What follows belongs to an exercise in optimizing a design on an open flow for small area, a short achievable clock period and few clock cycles; a production flow would make more cautious choices. The RTL was checked by simulation tests, not by an equivalence proof against the original design. Power and IR drop assume default switching activity.

==> flow/design.v (outline; a module is shown in full before it is edited, if it fits) <==
// module kc_div: 18 lines
// module kc_core: 972 lines
module kc_core (
    input  wire        clk,
    input  wire        rst,
    input  wire        in_valid,
    output wire        in_ready,
    input  wire [1:0]  in_op,
    input  wire        in_wheel,
    input  wire [31:0] in_data,
    output wire [15:0] kp,
    output wire [15:0] ki,
    output wire [15:0] kd,
    output wire [23:0] setpoint_l,
    output wire [23:0] setpoint_r,
    output wire [31:0] speed_inst_l,
    output wire [31:0] speed_inst_r,
    output wire [31:0] speed_avg_l,
    output wire [31:0] speed_avg_r,
    output wire [31:0] integ_l,
    output wire [31:0] integ_r,
    output wire [31:0] prev_err_l,
    output wire [31:0] prev_err_r,
    output wire [15:0] duty_l,
    output wire [15:0] duty_r
);
  // ...
==> flow/flow/run.sh <==
#!/bin/bash
set -euo pipefail
bash standard.sh SETUP_SLACK_MARGIN=7 finish > make_finish.log 2>&1
==> flow/standard.sh <==
#!/bin/bash
# synth_recipe.tcl (not shown) runs the flow's synth.tcl, then flattens the netlist and writes it again
# the make line also repeats each setting of config.mk as NAME=value (left out here)
make -C /OpenROAD-flow-scripts/flow DESIGN_CONFIG=/design/flow/config.mk WORK_HOME=/design/flow/orfs CLKGATE_MAP_FILE= SYNTH_SCRIPT=/design/flow/synth_recipe.tcl "${@:-finish}"
==> flow/config.mk <==
export PLATFORM = sky130hd
export DESIGN_NAME = kc_core
export DESIGN_NICKNAME = kc_core
export VERILOG_FILES = /design/flow/design.v
export SDC_FILE = /design/flow/constraint.sdc
export NUM_CORES = 4
export LEC_CHECK = 0
export CAP_MARGIN = 20
export CORE_MARGIN = 2
export CORE_UTILIZATION = 65
export CTS_CLUSTER_DIAMETER = 60
export CTS_CLUSTER_SIZE = 30
export PLACE_DENSITY = 0.85
export SETUP_SLACK_MARGIN = 5
export SLEW_MARGIN = 20
==> flow/constraint.sdc <==
create_clock -name core_clock -period 12.0 [get_ports {clk}]
set_input_delay 2.4000 -clock core_clock [delete_from_list [all_inputs] [get_ports {clk}]]
set_output_delay 2.4000 -clock core_clock [all_outputs]
set_load 0.01 [all_outputs]
==> impl_results.md, run 1 <==
* CORE AREA at 0.08797 sq mm
* Post-route DRC violation count at 0
* CP Capture Point: qap_q[2]
* Max-Cap Viols at 0
* Main flop type after synthesis: dfxtp_1
* R2r worst-path depth at 26
* Tap Count at 1165
* Power Internal at 7.378 mW
* Net switching power at 6.776 mW
* HP Start: duty1[0]
* Chip Height at 301.4 um
* Startpoint type of the worst setup path: flop
* Drt first pass iters at 8
* Count leader, synth: nand2_1
* Multi-input combinational area share at 0.5895
* Std-Cell Rows at 109
* Final hold violations at 0
* Worst IR drop on VDD at 0.2004 mV
* PwrDens at 211.9 mW/mm^2
* Final setup margin at 6.916 ns
* Fill cell count at 6284
* Switching Fraction at 0.4787
* DRT iter0 DRCs at 6440
* Critical path's most frequent cell: buf_4
* DP Cell Count at 7944
* End point of the worst hold path: duty1[0]
* GRT Residual Overflow at 0
* Seq/total area at 0.2321
* Non-filler cells, final at 8218
* Crit-path max FO at 8
* Outcome: no timing/DRC/antenna violations
* Tot Pwr at 14.15 mW
Testbench counts, summed over its fixed seeds: cycles 32,023.
==> run 2, diff against run 1 <==
--- a/flow/design.v
+++ b/flow/design.v
@@ -68,16 +68,20 @@
     reg [24:0] perr0, perr1;
     reg [13:0] duty0, duty1;
     reg [30:0] lim_q;
     reg [28:0] dt_q;           
     reg [30:0] d3_q;           
     reg [28:0] rem_q;          
     reg [1:0]  nb_q;           
     reg        first_q;        
+    reg [3:0]  sk9_q;          
+    reg [6:0]  sk8_q;          
+    reg [8:0]  sk7_q;
+    reg [5:0]  a9s_q;          
     reg [1:0]  a9_q;           
     reg [3:0]  rho_q;          
     reg [3:0]  rho1_q, rho2_q; 
     reg [19:0] qa_q, qap_q;    
     reg [24:0] e_q;            
     reg [31:0] i_q;            
     reg        ex_q;           
     reg        pw_q;           
@@ -137,30 +141,35 @@
     wire [13:0] s08 = skip(s09, avg9_0[19:18]);
     wire [13:0] s07 = skip(s08, avg9_0[17:16]);
     wire [13:0] s19 = {10'd0, avg9_1[23:20]};
     wire [13:0] s18 = skip(s19, avg9_1[19:18]);
     wire [13:0] s17 = skip(s18, avg9_1[17:16]);
     wire [13:0] sw9 = in_wheel ? s19 : s09;
     wire [13:0] sw8 = in_wheel ? s18 : s08;
     wire [13:0] sw7 = in_wheel ? s17 : s07;
-    wire [23:0] a9i = in_wheel ? avg9_1 : avg9_0;
-    wire [13:0] st_n = le1250 ? sw9 : le5000 ? sw8 : sw7;
-    wire [1:0]  a9f  = le1250 ? a9i[19:18] : le5000 ? a9i[17:16] : a9i[15:14];
-    wire [6:0] ds0 = dstep(rho_q, {1'b0, a9_q} + 3'd0);
-    wire [6:0] ds1 = dstep(rho_q, {1'b0, a9_q} + 3'd1);
-    wire [6:0] ds2 = dstep(rho_q, {1'b0, a9_q} + 3'd2);
-    wire [6:0] ds3 = dstep(rho_q, {1'b0, a9_q} + 3'd3);
+    wire [23:0] a9i  = in_wheel ? avg9_1 : avg9_0;
+    wire [3:0]  rho_e = !first_q ? rho_q : (cnt == 4'd9) ? sk9_q :
+                        (cnt == 4'd8) ? sk8_q[3:0] : sk7_q[3:0];
+    wire [1:0]  a9_e  = !first_q ? a9_q : (cnt == 4'd9) ? a9s_q[5:4] :
+                        (cnt == 4'd8) ? a9s_q[3:2] : a9s_q[1:0];
+    wire [4:0]  q0_e  = (cnt == 4'd9) ? 5'd0 : (cnt == 4'd8) ? {2'd0, sk8_q[6:4]} : sk7_q[8:4];
+    wire [19:0] qa_e  = first_q ? {15'd0, q0_e} : qa_q;
+    wire [19:0] qap_e = first_q ? {15'd0, q0_e} + 20'd1 : qap_q;
+    wire [6:0] ds0 = dstep(rho_e, {1'b0, a9_e} + 3'd0);
+    wire [6:0] ds1 = dstep(rho_e, {1'b0, a9_e} + 3'd1);
+    wire [6:0] ds2 = dstep(rho_e, {1'b0, a9_e} + 3'd2);
+    wire [6:0] ds3 = dstep(rho_e, {1'b0, a9_e} + 3'd3);
     wire [6:0] ds  = (div_q == 2'd0) ? ds0 : (div_q == 2'd1) ? ds1 :
                      (div_q == 2'd2) ? ds2 : ds3;
     wire [2:0] yv  = ds[6:4];
-    wire [19:0] qa_n  = yv[2] ? {qap_q[17:0], 2'd0} : {qa_q[17:0], yv[1:0]};
-    wire [19:0] qap_n = yv[2] ? {qap_q[17:0], 2'd1} :
-                        (yv[1:0] == 2'd3) ? {qap_q[17:0], 2'd0} :
-                        {qa_q[17:0], yv[1:0] + 2'd1};
+    wire [19:0] qa_n  = yv[2] ? {qap_e[17:0], 2'd0} : {qa_e[17:0], yv[1:0]};
+    wire [19:0] qap_n = yv[2] ? {qap_e[17:0], 2'd1} :
+                        (yv[1:0] == 2'd3) ? {qap_e[17:0], 2'd0} :
+                        {qa_e[17:0], yv[1:0] + 2'd1};
     wire [19:0] inst_w  = w ? inst1 : inst0;
     wire [19:0] inst_nx = first_q ? {18'd0, div_q} : {inst_w[17:0], div_q};
     wire [15:0] kp_sh = kp_q >> (5'd12 - {cnt, 2'b00});
     wire [6:0] k1a = dstep(rho1_q, {1'b0, kp_sh[3:2]});
     wire [6:0] k2a = dstep(rho2_q, {1'b0, k1a[5:4]});
     wire [6:0] k1b = dstep(k1a[3:0], {1'b0, kp_sh[1:0]});
     wire [6:0] k2b = dstep(k2a[3:0], {1'b0, k1b[5:4]});
     wire [12:0] ki_nx = {ki_q[8:0], k1a[5:4], k1b[5:4]};
@@ -847,20 +856,20 @@
         end else begin
             case (state)
                 S_IDLE: begin
                     dt_q   <= dt_n;
                     d3_q   <= 31'h7fffffff;      
                     rem_q  <= r0_n[28:0];
                     nb_q   <= nb0_n;
                     first_q <= 1'b1;
-                    a9_q   <= a9f;
-                    rho_q  <= st_n[3:0];
-                    qa_q   <= {10'd0, st_n[13:4]};
-                    qap_q  <= {10'd0, st_n[13:4]} + 20'd1;
+                    sk9_q  <= sw9[3:0];
+                    sk8_q  <= sw8[6:0];
+                    sk7_q  <= sw7[8:0];
+                    a9s_q  <= a9i[19:14];
                     rho1_q <= 4'd0;
                     rho2_q <= 4'd0;
                     cnt    <= 4'd0;
                     if (in_valid && in_op == OP_EST) cnt <= p_n;
                     if (in_valid) begin
                         case (in_op)
                             OP_EST: begin
                                 w     <= in_wheel;
==> flow/flow/run.sh (replaced) <==
#!/bin/bash
set -euo pipefail
bash standard.sh SETUP_SLACK_MARGIN=7.5 finish > make_finish.log 2>&1
==> run 2 against run 1 <==
Still clean on timing, DRC and antenna. Hold slack improved by 0.012 ns. Area after synthesis rose by 0.57%. Register-to-register slack improved by 0.07 ns. Non-clock buffer count grew 71. Sequential power is 12% lower. First-iteration DRC count rose by 17%. Synthesized cell count decreased by 0.57%. Cell area rose by 4.1%. Largest power group unchanged.
==> impl_results.md, run 2 <==
* WP data required at 12.52 ns (was 12.41 ns)
* Pleak at 29.13 nW (was 27.95 nW)
* Unrepaired setup endpoints after global routing: yes (unchanged)
* DRT iter0 DRCs at 7543 (was 6440)
* Area leader, netlist: dfxtp_1 (unchanged)
* Synth Cell Area at 0.05781 sq mm (was 0.05749 sq mm)
* Fin crit period at 5.019 ns (was 5.084 ns)
* Fraction of layout cells with a size suffix above 1 at 0.1552 (was 0.1133)
* PwrDens at 134.3 mW/mm^2 (was 211.9 mW/mm^2)
* First-pass GRT wire length at 298200 um (was 291400 um)
* Routability cong. at 1.037 (was 1.035)
* Mean Syn Cell Area at 8.702 sq um (was 8.604 sq um)
* Number of flops mapped to enable cells by yosys at 253 (was 229)
* Clock slew at reported path FFs at 0.10 ns (was 0.07 ns)
* Asr flop ratio synth at 0 (unchanged)
* Vias per Instance at 6.737 (was 6.434)
* Worst-skew pair later-pin latency at 0.73 ns (was 0.70 ns)
* CP Capture Point: sk7_q[2] (was qap_q[2])
* R2r worst-path depth at 20 (was 26)
* DIE AREA at 0.09135 sq mm (was 0.09084 sq mm)
* Max Fclk at 199.2 MHz (was 196.7 MHz)
* Actual slew at the worst max-slew pin at 1.411 ns (was 1.280 ns)
* Largest net degree at the start of global routing at 89 (was 105)
* Effective utilization at floorplan at 0.6552 (was 0.6535)
* R2r startpoint: avg1[5] (was avg1[15])
* CORE AREA at 0.08824 sq mm (was 0.08797 sq mm)
* Hold crit path type: reg -> reg (unchanged)
* Worst IR drop on VDD at 0.1334 mV (was 0.2004 mV)
* Port Buf Inserts at 361 (unchanged)
* CP Capture Type: flop (unchanged)
* Clk_skew at 0.04634 ns (was 0.05534 ns)
* I/O pin count at 423 (unchanged)
* ANT nets after route at 0 (unchanged)
* Final setup violation count at 0 (unchanged)
* TritonCTS buffer count at 60 (was 70)
* Yosys reg bits at 679 (was 655)
* Startpoint type of the worst setup path: flop (unchanged)
* Number of global-route vias before repair at 51830 (was 49250)
* Post-synthesis sequential area ratio at 0.2789 (was 0.2680)
* Final hold violations at 0 (unchanged)
* Final period utilization at 0.4183 (was 0.4237)
* Met2 usage at 0.6236 (was 0.5991)
* Via Count at 55490 (was 52880)
* Outcome: no timing/DRC/antenna violations (unchanged)
* Nets at 7835 (was 7815)
* GRT Residual Overflow at 0 (unchanged)
* GRT Overall Usage at 0.4204 (was 0.4136)
* Commonest non-fill, non-tap cell in the layout: nand2_1 (unchanged)
* CTS root buffer: clkbuf_16 (unchanged)
* Tot Pwr at 9.343 mW (was 14.15 mW)
* Regs by FF count: i_q: 32 flops, integ0: 32 flops, integ1: 32 flops (unchanged)
* H-tree depth at 2 (was 3)
* Total clock sinks at 679 (was 655)
* Commonest non-fill, non-tap cells in the layout: nand2_1, inv_1, ha_1, a21oi_1, nor2_1 (was nand2_1, inv_1, a21oi_1, ha_1, nor2_1)
* M1 GR Usage at 0.5352 (was 0.5720)
* Final setup margin at 6.981 ns (was 6.916 ns)
* Main flop type after synthesis: dfxtp_1 (unchanged)
* Final instance area at 0.06955 sq mm (was 0.06680 sq mm)
* Routed len/inst at 25.55 um (was 23.78 um)
* Max-Cap Viols at 0 (unchanged)
* Die Span X at 302.2 um (was 301.4 um)
* HP Start: inst0[19] (was duty1[0])
* Met3 Usage GRT at 0.1544 (was 0.1221)
* DP Wirelength at 140400 um (was 144500 um)
* Flop2flop setup slack at 6.98 ns (was 6.92 ns)
* YS warnings at 1 (unchanged)
* Crit path from: avg1[5] (was avg1[15])
* Syn Inst Count at 6644 (was 6682)
* Worst path arrival time at 5.54 ns (was 5.50 ns)
* CTS tree: yes (unchanged)
* Rel. slew slack at 0.05785 (was 0.1457)
* Sum Neg Setup Slack at 0 ns (unchanged)
* CP Class: reg -> reg (unchanged)
* Synth top area share at 0.1475 (was 0.1483)
* Unique masters post-synth at 95 (was 112)
* CTS Hold Bufs at 0 (unchanged)
* Synth cell count leaders: inv_1, nand2_1, ha_1 (was nand2_1, inv_1, a21oi_1)
* Pre-CTS setup slack at 6.099 ns (was 5.768 ns)
* Reg2reg end: sk7_q[2] (was qap_q[2])
* Crit-path max FO at 11 (was 8)
* DRT Wirelength at 210500 um (was 195400 um)
* Top post-synthesis cells by area: dfxtp_1, edfxtp_1, ha_1 (unchanged)
* Placed Area at 0.06238 sq mm (was 0.06171 sq mm)
* Drt first pass iters at 9 (was 8)
* Initial antenna violation count at 12 (was 5)
* Count leader, synth: inv_1 (was nand2_1)
* Syn-to-layout area delta at 20.30% (was 16.19%)
* Chip Height at 302.2 um (was 301.4 um)
* Top Usage Layer GRT: met2 (unchanged)
* Max Buffers Root-to-Sink at 3 (unchanged)
* Std-Cell Rows at 109 (unchanged)
* Post-route DRC violation count at 0 (unchanged)
* Max Transition Viols Final at 0 (unchanged)
==> run 2: cell count changes after synthesis, moves of 34 or more <==
| cell | change |
|---|---|
| nor3b_1 | -34 |
| nand2_1 | -37 |
| a21oi_1 | -85 |
| and3_1 | +89 |
| and2_1 | -55 |
==> run 2: worst min-delay path by stage <==
stage	depth (start not counted)	end
final	2	inst0[19]
after global routing	2	sp1[18]
after CTS	2	inst0[19]
after detailed placement	2	duty0[6]
after global placement	2	inst0[19]
after floorplan	2	stale
==> run 2: final cells by class <==
type,count,area [sq um]
clock inverter,44,710.7
fill,5401,18690
multi-input combinational,4963,40760
clock buffer,68,1563
timing repair buffer,636,6240
antenna,4,10.01
tap,1165,1458
inverter,678,2594
sequential,679,16220
==> run 2: layer usage <==
metal  share of wire  vias to the layer above  wire length (um)
met5         0.00038                        -                80
met4           0.072                       14             15180
met2            0.42                     4358             88960
met3            0.16                     1094             32680
met1            0.35                    26170             73570
li1                -                    23850                 -
==> run 2: timing repair <==
item | in CTS | in global routing
endpoints found under the setup margin | 300 | 265
setup buffers | 84 | 124
resized for setup | 232 | 450
pin swaps | 104 | 186
gates cloned | 7 | 7
==> run 2: cells by family (layout without fill, tap and decap cells) <==
| group | Yosys count | in the layout | share of synthesized area |
|---|---|---|---|
| simple gates | 1806 | 1808 | 0.1454 |
| xor+xnor | 386 | 386 | 0.05861 |
| buf+inv | 1068 | 1426 | 0.07434 |
| compound gates | 1672 | 1676 | 0.1894 |
| flops | 679 | 679 | 0.2789 |
| fa+ha+maj | 779 | 779 | 0.2035 |
| other cells | 1 | 65 | 0.00006486 |
| mux | 253 | 253 | 0.04975 |
==> run 2: worst max-delay path, stage by stage, from the launching register on <==
cell	delay, ns
dfxtp_1	0.46
ha_1	0.31
o21a_1	0.21
o2111a_1	0.26
o2111a_1	0.23
or2_2	0.35
a311o_2	0.49
inv_1	0.19
ha_4	0.14
a41o_1	0.23
and2_4	0.18
nor3_2	0.06
o31ai_4	0.31
inv_2	0.12
ha_4	0.17
and2_4	0.15
or4_4	0.43
o221ai_2	0.08
a22o_1	0.16
mux2i_1	0.08
a22oi_1	0.21
==> run 2: through the flow <==
step                utilization  std cells  hold WS, ns
floorplan                     -       6704       0.4755
global placement         0.7067       7898       0.4391
detailed placement       0.7069       7898       0.4495
CTS                      0.7533       8101       0.4632
global route             0.7881       8234       0.4897
finish                   0.7882       8237       0.4687
==> run 2: power by group <==
part           leakage, nW  switching (mW)  internal [mW]
registers             5.83           0.222           2.57
logic                 22.2            2.50           1.76
clock network         1.10            1.20           1.09
Testbench counts of run 2, summed over its fixed seeds: cycles 32,023.

[port drivers added, routing unchanged]
In the flow no input, the clock included, has a driving cell. The finished layouts below were timed again as built, in two steps. Step 1, drivers: a clkbuf_16 drives clk and a buf_2 each remaining input, both assumed. Step 2 also shifts input and output timing later by t, the mid clock arrival at the registers, as if the neighbouring blocks saw the same clock. Slacks: no drivers / after step 1 / after step 2; pairs: no drivers / after step 1.
| run | t, ns | slack for setup (ns) | worst setup path after step 2 | slew at the worst register clock pin (ns) |
|---|---|---|---|---|
| run 1 | 0.743 | 6.916 / 6.916 / 6.255 | input to register | 0.10 / 0.10 |
| run 2 | 0.780 | 6.981 / 6.981 / 6.738 | input to register | 0.11 / 0.11 |
After both steps every run listed still meets setup and hold. For run 1, which loses most, drivers alone change the setup slack by 0.000 ns; drivers and shift together by -0.661 ns.
